Background: an optimization exercise with open tools, aiming at small area, a short achievable clock period and few clock cycles per item. Do not read the settings as production practice. Function was checked by simulation only, so behaviour that the tests miss may differ from the original.

==> inputs of wip/pepper <==
## pll_search
module pll_search (
    input  wire        clk,
    input  wire        rst,         
    input  wire        start,       
    input  wire        calc,        
    input  wire        ext,         
    input  wire [31:0] fin,         
    input  wire [31:0] target,      
    output reg         ready,
    output reg         done,        
    output wire        res_valid,   
    output wire [6:0]  res_n,       
    output wire [2:0]  res_m,       
    output wire        res_e,       
    output wire [6:0]  res_div,     
    output wire [31:0] res_freq,    
    output wire [31:0] res_err      
);
Settings: LEC_CHECK=0, CAP_MARGIN=20, CORE_MARGIN=2, CORE_UTILIZATION=40, SLEW_MARGIN=20; clock period 70.0 ns.
run.sh (not shown) runs the stock make flow with config.mk's settings and CLKGATE_MAP_FILE= SYNTH_SCRIPT=/design/flow/synth_recipe.tcl, a recipe that flattens the netlist after the stock synthesis.
==> wip/fjord: changes against wip/pepper <==
--- a/flow/design.v
+++ b/flow/design.v
@@ -46,25 +46,25 @@
     reg         lrun;           
     reg         ldone;          
     reg         lf15;
     reg  [28:0] lrLH;
     reg  [6:0]  lqLH;
     reg  [27:0] lrH0;
     reg  [6:0]  lqH0;
     reg  [27:0] lcrem;
-    reg  [6:0]  lcq;
+    reg  [7:0]  lcq;
     reg         lcsat;
     reg         f15;            
     reg  [28:0] rLH;            
     reg  [6:0]  qLH;
     reg  [27:0] rH0;
     reg  [6:0]  qH0;
     reg  [27:0] crem;           
-    reg  [6:0]  cq;             
+    reg  [7:0]  cq;             
     reg         csat;
     reg  [7:0]  Q;
     reg  [27:0] Rr;
     reg         sat;
     reg  [12:0] K;
     reg         pendA;          
     reg  [6:0]  dA;
     reg  [12:0] KA;
@@ -150,45 +150,37 @@
     wire [34:0] cLH_new = f15_new ? cH1_of(mp_new) : cL_of(mp_new);
     wire [34:0] cH0_new = cH0_of(mp_new);
     wire [34:0] cL   = cL_of(mp1);
     wire [34:0] cH0  = cH0_of(mp1);
     wire [34:0] cH1  = cH1_of(mp1);
     wire [34:0] lcLH = lf15 ? cH1_of(lmp) : cL_of(lmp);
     wire [34:0] lcH0 = cH0_of(lmp);
     wire [2:0]  lbit  = 3'd6 - lk;
-    wire [28:0] tLH   = (lrun ? {lrLH[27:0], lcLH[lbit]} : lrLH) - {1'b0, F};
+    wire        lstep = (lk != 3'd7);
+    wire [28:0] tLH   = lstep ? ({lrLH[27:0], lcLH[lbit]} - {1'b0, F})
+                              : (lrLH - {1'b0, F});          
     wire        okLH  = !tLH[28];
-    wire        lfix  = !lf15 && (lrLH != 29'd0);
-    wire [28:0] tLHf  = tLH;
     wire [28:0] tH0   = {lrH0, lcH0[lbit]} - {1'b0, F};
     wire        okH0  = !tH0[28];
-    wire [28:0] ctrial = {lcrem, lcq[6]} - {1'b0, F};
+    wire [28:0] ctrial = {lcrem, lcq[7]} - {1'b0, F};
     wire        cbit   = !ctrial[28];
-    wire        tk    = (state == S_WAITL);
-    wire        f15_s = tk ? lf15 : f15;
-    wire [6:0]  qLH_s = tk ? (lfix ? lqLH + 7'd1 : lqLH) : qLH;
-    wire [6:0]  qH0_s = tk ? lqH0 : qH0;
-    wire [27:0] crem_s = tk ? lcrem : crem;
-    wire [6:0]  cq_s  = tk ? lcq : cq;
-    wire        csat_s = tk ? lcsat : csat;
-    wire [2:0]  mp_s  = tk ? lmp : mp1;
-    wire [6:0]  Lv   = f15_s ? 7'd60 : qLH_s;
-    wire [6:0]  H1v  = f15_s ? qLH_s : 7'd120;
-    wire [6:0]  Hv   = e ? H1v : qH0_s;
-    wire        run0_ok = (Lv <= qH0_s);
+    wire [6:0]  Lv   = f15 ? 7'd60 : qLH;
+    wire [6:0]  H1v  = f15 ? qLH : 7'd120;
+    wire [6:0]  Hv   = e ? H1v : qH0;
+    wire        run0_ok = (Lv <= qH0);
     wire        run1_ok = (Lv <= H1v);
-    wire [28:0] b2s  = {crem_s, 1'b0} - {1'b0, F};
+    wire [28:0] b2s  = {crem, 1'b0} - {1'b0, F};
     wire        b2c  = !b2s[28];
-    wire [6:0]  A0   = cq_s[6:0];
-    wire [27:0] B0   = crem_s;
-    wire [6:0]  A1   = {cq_s[5:0], b2c};
-    wire [27:0] B1   = b2c ? b2s[27:0] : {crem_s[26:0], 1'b0};
-    wire        sat0 = csat_s;
-    wire        sat1 = sat0 || cq_s[6];
+    wire [6:0]  A0   = cq[6:0];
+    wire [27:0] B0   = crem;
+    wire [6:0]  A1   = {cq[5:0], b2c};
+    wire [27:0] B1   = b2c ? b2s[27:0] : {crem[26:0], 1'b0};
+    wire        sat0 = csat || cq[7];
+    wire        sat1 = sat0 || cq[6];
     wire [6:0]  Av   = e ? A1 : A0;
     wire [27:0] Bv   = e ? B1 : B0;
     wire        rnz  = (Rr != 28'd0);
     wire [8:0]  P    = {1'b0, Q} + {8'd0, rnz};
     wire [28:0] rsum = {1'b0, Rr} + {1'b0, Bv};
     wire [29:0] rsub = {1'b0, rsum} - {2'd0, F};
     wire        rc   = !rsub[29];
     wire [27:0] Rn   = rc ? rsub[27:0] : rsum[27:0];
@@ -288,19 +280,19 @@
     task start_lanes;
         begin
             lmp   <= mp_new;
             lf15  <= f15_new;
             lrLH  <= {1'b0, cLH_new[34:7]};
             lqLH  <= 7'd0;
             lrH0  <= cH0_new[34:7];
             lqH0  <= 7'd0;
-            lcrem <= tm7[34:7];
-            lcq   <= tm7[6:0];
-            lcsat <= (tm7[37:7] >= {3'd0, F});
+            lcrem <= tm7[35:8];
+            lcq   <= tm7[7:0];
+            lcsat <= (tm7[37:8] >= {2'd0, F});
             lk    <= 3'd0;
             lrun  <= 1'b1;
             ldone <= 1'b0;
         end
     endtask
     task finish;
         begin
             done  <= 1'b1;
@@ -308,18 +300,18 @@
             state <= S_IDLE;
         end
     endtask
     task start_run;
         input ne;
         begin
             e     <= ne;
             d     <= 7'd1;
-            K     <= ne ? ({6'd0, mp_s, 4'b0} - {9'd0, mp_s, 1'b0})
-                        : ({7'd0, mp_s, 3'b0} - {10'd0, mp_s});
+            K     <= ne ? ({6'd0, mp1, 4'b0} - {9'd0, mp1, 1'b0})
+                        : ({7'd0, mp1, 3'b0} - {10'd0, mp1});
             Q     <= ne ? {1'b0, A1} : {1'b0, A0};
             Rr    <= ne ? B1 : B0;
             sat   <= ne ? sat1 : sat0;
             pendA <= 1'b0;
             state <= S_DLOOP;
         end
     endtask
     task next_mp;
@@ -396,24 +388,31 @@
         else if (all_below)                    nmode = b_skip ? M_A : M_B;
         else if (hi_only)                      nmode = M_HI;
         else                                   nmode = M_LO;
     end
     always @(posedge clk) begin
         begin
             done <= 1'b0;
             if (lrun) begin
-                lrLH  <= okLH ? tLH : {lrLH[27:0], lcLH[lbit]};
-                lqLH  <= {lqLH[5:0], okLH};
-                lrH0  <= okH0 ? tH0[27:0] : {lrH0[26:0], lcH0[lbit]};
-                lqH0  <= {lqH0[5:0], okH0};
-                lcrem <= cbit ? ctrial[27:0] : {lcrem[26:0], lcq[6]};
-                lcq   <= {lcq[5:0], cbit};
+                if (lstep) begin
+                    lrLH <= okLH ? tLH : {lrLH[27:0], lcLH[lbit]};
+                    lqLH <= {lqLH[5:0], okLH};
+                end else if (!lf15 && (lrLH != 29'd0)) begin
+                    lrLH <= tLH;                 
+                    lqLH <= lqLH + 7'd1;         
+                end
+                if (lstep) begin
+                    lrH0 <= okH0 ? tH0[27:0] : {lrH0[26:0], lcH0[lbit]};
+                    lqH0 <= {lqH0[5:0], okH0};
+                end
+                lcrem <= cbit ? ctrial[27:0] : {lcrem[26:0], lcq[7]};
+                lcq   <= {lcq[6:0], cbit};
                 lk    <= lk + 3'd1;
-                if (lk == 3'd6) begin
+                if (lk == 3'd7) begin
                     lrun  <= 1'b0;
                     ldone <= 1'b1;
                 end
             end
             case (state)
                 S_IDLE: begin
                     F      <= fin[27:0];
                     Fhi    <= (fin[31:28] != 4'd0);
@@ -433,29 +432,36 @@
                         start_lanes;
                         state <= S_WAITL;
                     end else finish;
                 end
                 S_WAITL: begin
                     if (ldone) begin
                         mp1   <= lmp;
                         f15   <= lf15;
-                        rLH   <= lfix ? tLHf : lrLH;
-                        qLH   <= lfix ? lqLH + 7'd1 : lqLH;
+                        rLH   <= lrLH;
+                        qLH   <= lqLH;
                         rH0   <= lrH0;
                         qH0   <= lqH0;
                         crem  <= lcrem;
                         cq    <= lcq;
                         csat  <= lcsat;
                         ldone <= 1'b0;
                         if (lmp != mp_min) start_lanes;
-                        if (calc_r && run1_ok)                  start_run(1'b1);
-                        else if (calc_r && run0_ok)             start_run(1'b0);
-                        else if (!calc_r && (ext_r ? run1_ok : run0_ok)) start_run(ext_r);
-                        else if (lmp == mp_min)                 finish;
+                        state <= S_SETUP;
+                    end
+                end
+                S_SETUP: begin
+                    if (calc_r) begin
+                        if (run1_ok)      start_run(1'b1);
+                        else if (run0_ok) start_run(1'b0);
+                        else              next_mp;
+                    end else begin
+                        if (ext_r ? run1_ok : run0_ok) start_run(ext_r);
+                        else                           next_mp;
                     end
                 end
                 S_DLOOP: begin
                     if (all_below) begin
                         if (b_skip) end_run;
                         else begin_eval(M_B, 1'b0, 1'b1);
                     end else if (all_above) begin
                         if (!skip_d) begin
CORE_UTILIZATION = 65   (was 40)
==> wip/violet: changes against wip/pepper <==
--- a/flow/design.v
+++ b/flow/design.v
@@ -46,25 +46,25 @@
     reg         lrun;           
     reg         ldone;          
     reg         lf15;
     reg  [28:0] lrLH;
     reg  [6:0]  lqLH;
     reg  [27:0] lrH0;
     reg  [6:0]  lqH0;
     reg  [27:0] lcrem;
-    reg  [6:0]  lcq;
+    reg  [7:0]  lcq;
     reg         lcsat;
     reg         f15;            
     reg  [28:0] rLH;            
     reg  [6:0]  qLH;
     reg  [27:0] rH0;
     reg  [6:0]  qH0;
     reg  [27:0] crem;           
-    reg  [6:0]  cq;             
+    reg  [7:0]  cq;             
     reg         csat;
     reg  [7:0]  Q;
     reg  [27:0] Rr;
     reg         sat;
     reg  [12:0] K;
     reg         pendA;          
     reg  [6:0]  dA;
     reg  [12:0] KA;
@@ -150,45 +150,37 @@
     wire [34:0] cLH_new = f15_new ? cH1_of(mp_new) : cL_of(mp_new);
     wire [34:0] cH0_new = cH0_of(mp_new);
     wire [34:0] cL   = cL_of(mp1);
     wire [34:0] cH0  = cH0_of(mp1);
     wire [34:0] cH1  = cH1_of(mp1);
     wire [34:0] lcLH = lf15 ? cH1_of(lmp) : cL_of(lmp);
     wire [34:0] lcH0 = cH0_of(lmp);
     wire [2:0]  lbit  = 3'd6 - lk;
-    wire [28:0] tLH   = (lrun ? {lrLH[27:0], lcLH[lbit]} : lrLH) - {1'b0, F};
+    wire        lstep = (lk != 3'd7);
+    wire [28:0] tLH   = lstep ? ({lrLH[27:0], lcLH[lbit]} - {1'b0, F})
+                              : (lrLH - {1'b0, F});          
     wire        okLH  = !tLH[28];
-    wire        lfix  = !lf15 && (lrLH != 29'd0);
-    wire [28:0] tLHf  = tLH;
     wire [28:0] tH0   = {lrH0, lcH0[lbit]} - {1'b0, F};
     wire        okH0  = !tH0[28];
-    wire [28:0] ctrial = {lcrem, lcq[6]} - {1'b0, F};
+    wire [28:0] ctrial = {lcrem, lcq[7]} - {1'b0, F};
     wire        cbit   = !ctrial[28];
-    wire        tk    = (state == S_WAITL);
-    wire        f15_s = tk ? lf15 : f15;
-    wire [6:0]  qLH_s = tk ? (lfix ? lqLH + 7'd1 : lqLH) : qLH;
-    wire [6:0]  qH0_s = tk ? lqH0 : qH0;
-    wire [27:0] crem_s = tk ? lcrem : crem;
-    wire [6:0]  cq_s  = tk ? lcq : cq;
-    wire        csat_s = tk ? lcsat : csat;
-    wire [2:0]  mp_s  = tk ? lmp : mp1;
-    wire [6:0]  Lv   = f15_s ? 7'd60 : qLH_s;
-    wire [6:0]  H1v  = f15_s ? qLH_s : 7'd120;
-    wire [6:0]  Hv   = e ? H1v : qH0_s;
-    wire        run0_ok = (Lv <= qH0_s);
+    wire [6:0]  Lv   = f15 ? 7'd60 : qLH;
+    wire [6:0]  H1v  = f15 ? qLH : 7'd120;
+    wire [6:0]  Hv   = e ? H1v : qH0;
+    wire        run0_ok = (Lv <= qH0);
     wire        run1_ok = (Lv <= H1v);
-    wire [28:0] b2s  = {crem_s, 1'b0} - {1'b0, F};
+    wire [28:0] b2s  = {crem, 1'b0} - {1'b0, F};
     wire        b2c  = !b2s[28];
-    wire [6:0]  A0   = cq_s[6:0];
-    wire [27:0] B0   = crem_s;
-    wire [6:0]  A1   = {cq_s[5:0], b2c};
-    wire [27:0] B1   = b2c ? b2s[27:0] : {crem_s[26:0], 1'b0};
-    wire        sat0 = csat_s;
-    wire        sat1 = sat0 || cq_s[6];
+    wire [6:0]  A0   = cq[6:0];
+    wire [27:0] B0   = crem;
+    wire [6:0]  A1   = {cq[5:0], b2c};
+    wire [27:0] B1   = b2c ? b2s[27:0] : {crem[26:0], 1'b0};
+    wire        sat0 = csat || cq[7];
+    wire        sat1 = sat0 || cq[6];
     wire [6:0]  Av   = e ? A1 : A0;
     wire [27:0] Bv   = e ? B1 : B0;
     wire        rnz  = (Rr != 28'd0);
     wire [8:0]  P    = {1'b0, Q} + {8'd0, rnz};
     wire [28:0] rsum = {1'b0, Rr} + {1'b0, Bv};
     wire [29:0] rsub = {1'b0, rsum} - {2'd0, F};
     wire        rc   = !rsub[29];
     wire [27:0] Rn   = rc ? rsub[27:0] : rsum[27:0];
@@ -288,19 +280,19 @@
     task start_lanes;
         begin
             lmp   <= mp_new;
             lf15  <= f15_new;
             lrLH  <= {1'b0, cLH_new[34:7]};
             lqLH  <= 7'd0;
             lrH0  <= cH0_new[34:7];
             lqH0  <= 7'd0;
-            lcrem <= tm7[34:7];
-            lcq   <= tm7[6:0];
-            lcsat <= (tm7[37:7] >= {3'd0, F});
+            lcrem <= tm7[35:8];
+            lcq   <= tm7[7:0];
+            lcsat <= (tm7[37:8] >= {2'd0, F});
             lk    <= 3'd0;
             lrun  <= 1'b1;
             ldone <= 1'b0;
         end
     endtask
     task finish;
         begin
             done  <= 1'b1;
@@ -308,18 +300,18 @@
             state <= S_IDLE;
         end
     endtask
     task start_run;
         input ne;
         begin
             e     <= ne;
             d     <= 7'd1;
-            K     <= ne ? ({6'd0, mp_s, 4'b0} - {9'd0, mp_s, 1'b0})
-                        : ({7'd0, mp_s, 3'b0} - {10'd0, mp_s});
+            K     <= ne ? ({6'd0, mp1, 4'b0} - {9'd0, mp1, 1'b0})
+                        : ({7'd0, mp1, 3'b0} - {10'd0, mp1});
             Q     <= ne ? {1'b0, A1} : {1'b0, A0};
             Rr    <= ne ? B1 : B0;
             sat   <= ne ? sat1 : sat0;
             pendA <= 1'b0;
             state <= S_DLOOP;
         end
     endtask
     task next_mp;
@@ -396,24 +388,31 @@
         else if (all_below)                    nmode = b_skip ? M_A : M_B;
         else if (hi_only)                      nmode = M_HI;
         else                                   nmode = M_LO;
     end
     always @(posedge clk) begin
         begin
             done <= 1'b0;
             if (lrun) begin
-                lrLH  <= okLH ? tLH : {lrLH[27:0], lcLH[lbit]};
-                lqLH  <= {lqLH[5:0], okLH};
-                lrH0  <= okH0 ? tH0[27:0] : {lrH0[26:0], lcH0[lbit]};
-                lqH0  <= {lqH0[5:0], okH0};
-                lcrem <= cbit ? ctrial[27:0] : {lcrem[26:0], lcq[6]};
-                lcq   <= {lcq[5:0], cbit};
+                if (lstep) begin
+                    lrLH <= okLH ? tLH : {lrLH[27:0], lcLH[lbit]};
+                    lqLH <= {lqLH[5:0], okLH};
+                end else if (!lf15 && (lrLH != 29'd0)) begin
+                    lrLH <= tLH;                 
+                    lqLH <= lqLH + 7'd1;         
+                end
+                if (lstep) begin
+                    lrH0 <= okH0 ? tH0[27:0] : {lrH0[26:0], lcH0[lbit]};
+                    lqH0 <= {lqH0[5:0], okH0};
+                end
+                lcrem <= cbit ? ctrial[27:0] : {lcrem[26:0], lcq[7]};
+                lcq   <= {lcq[6:0], cbit};
                 lk    <= lk + 3'd1;
-                if (lk == 3'd6) begin
+                if (lk == 3'd7) begin
                     lrun  <= 1'b0;
                     ldone <= 1'b1;
                 end
             end
             case (state)
                 S_IDLE: begin
                     F      <= fin[27:0];
                     Fhi    <= (fin[31:28] != 4'd0);
@@ -433,29 +432,36 @@
                         start_lanes;
                         state <= S_WAITL;
                     end else finish;
                 end
                 S_WAITL: begin
                     if (ldone) begin
                         mp1   <= lmp;
                         f15   <= lf15;
-                        rLH   <= lfix ? tLHf : lrLH;
-                        qLH   <= lfix ? lqLH + 7'd1 : lqLH;
+                        rLH   <= lrLH;
+                        qLH   <= lqLH;
                         rH0   <= lrH0;
                         qH0   <= lqH0;
                         crem  <= lcrem;
                         cq    <= lcq;
                         csat  <= lcsat;
                         ldone <= 1'b0;
                         if (lmp != mp_min) start_lanes;
-                        if (calc_r && run1_ok)                  start_run(1'b1);
-                        else if (calc_r && run0_ok)             start_run(1'b0);
-                        else if (!calc_r && (ext_r ? run1_ok : run0_ok)) start_run(ext_r);
-                        else if (lmp == mp_min)                 finish;
+                        state <= S_SETUP;
+                    end
+                end
+                S_SETUP: begin
+                    if (calc_r) begin
+                        if (run1_ok)      start_run(1'b1);
+                        else if (run0_ok) start_run(1'b0);
+                        else              next_mp;
+                    end else begin
+                        if (ext_r ? run1_ok : run0_ok) start_run(ext_r);
+                        else                           next_mp;
                     end
                 end
                 S_DLOOP: begin
                     if (all_below) begin
                         if (b_skip) end_run;
                         else begin_eval(M_B, 1'b0, 1'b1);
                     end else if (all_above) begin
                         if (!skip_d) begin
==> notes <==
- In synthesized area, wip/violet and wip/fjord do not differ.
- Of wip/fjord and wip/pepper, wip/fjord has the higher clock skew (gap 0.0074 ns).
- Between wip/fjord and wip/pepper, the lower critical path depth is in wip/fjord (gap 58).
- Die area: wip/pepper > wip/violet > wip/fjord.
- Of wip/violet and wip/pepper, wip/violet has the higher fmax (gap 4.5%, measured against wip/pepper).
- Register-to-register slack, lowest first: wip/pepper, wip/fjord, wip/violet.
- Between wip/violet and wip/fjord, the lower first-iteration DRC count is in wip/violet (gap about 25%, measured against wip/fjord).
- Wire length: wip/pepper is higher than wip/fjord (about 2%).
- wip/pepper went through all stages and came out clean. wip/violet went through all stages and came out clean. wip/fjord completed without violations.
- Core utilization: wip/fjord > wip/violet > wip/pepper.
Testbench counts of wip/pepper, summed over its fixed seeds: cycles 11,892, items 320.
Testbench counts of wip/fjord, summed over its fixed seeds: cycles 12,823, items 320.
Testbench counts of wip/violet, summed over its fixed seeds: cycles 12,823, items 320.

[separate check: timing with driven ports]
How much do the figures lean on ideal ports? The routed layouts below were timed once more, with nothing changed but the port constraints. Step 1 (the two cells are an assumption about what drives the block):
set clk [get_ports {clk}]
set_driving_cell -lib_cell sky130_fd_sc_hd__clkbuf_16 $clk
set_driving_cell -lib_cell sky130_fd_sc_hd__buf_2 [delete_from_list [all_inputs] $clk]
Step 2 moves the port delays by t, midway between the first and last clock arrival at a register: inputs arrive t later, outputs are due t later. That takes back most of the time a late clock gives input paths. Slacks: no drivers / after step 1 / after step 2; pairs: no drivers / after step 1.
run | shift t [ns] | setup slack, ns | latest minus earliest clock arrival (ns) | worst slew at a driven data input, ns
wip/pepper | 0.767 | 53.450 / 53.450 / 53.450 | 0.055 / 0.056 | 0.07
wip/fjord | 0.748 | 54.151 / 54.072 / 54.521 | 0.063 / 0.062 | 0.06
wip/violet | 0.770 | 54.158 / 54.071 / 54.426 | 0.049 / 0.049 | 0.06
After both steps every run listed still meets setup and hold.
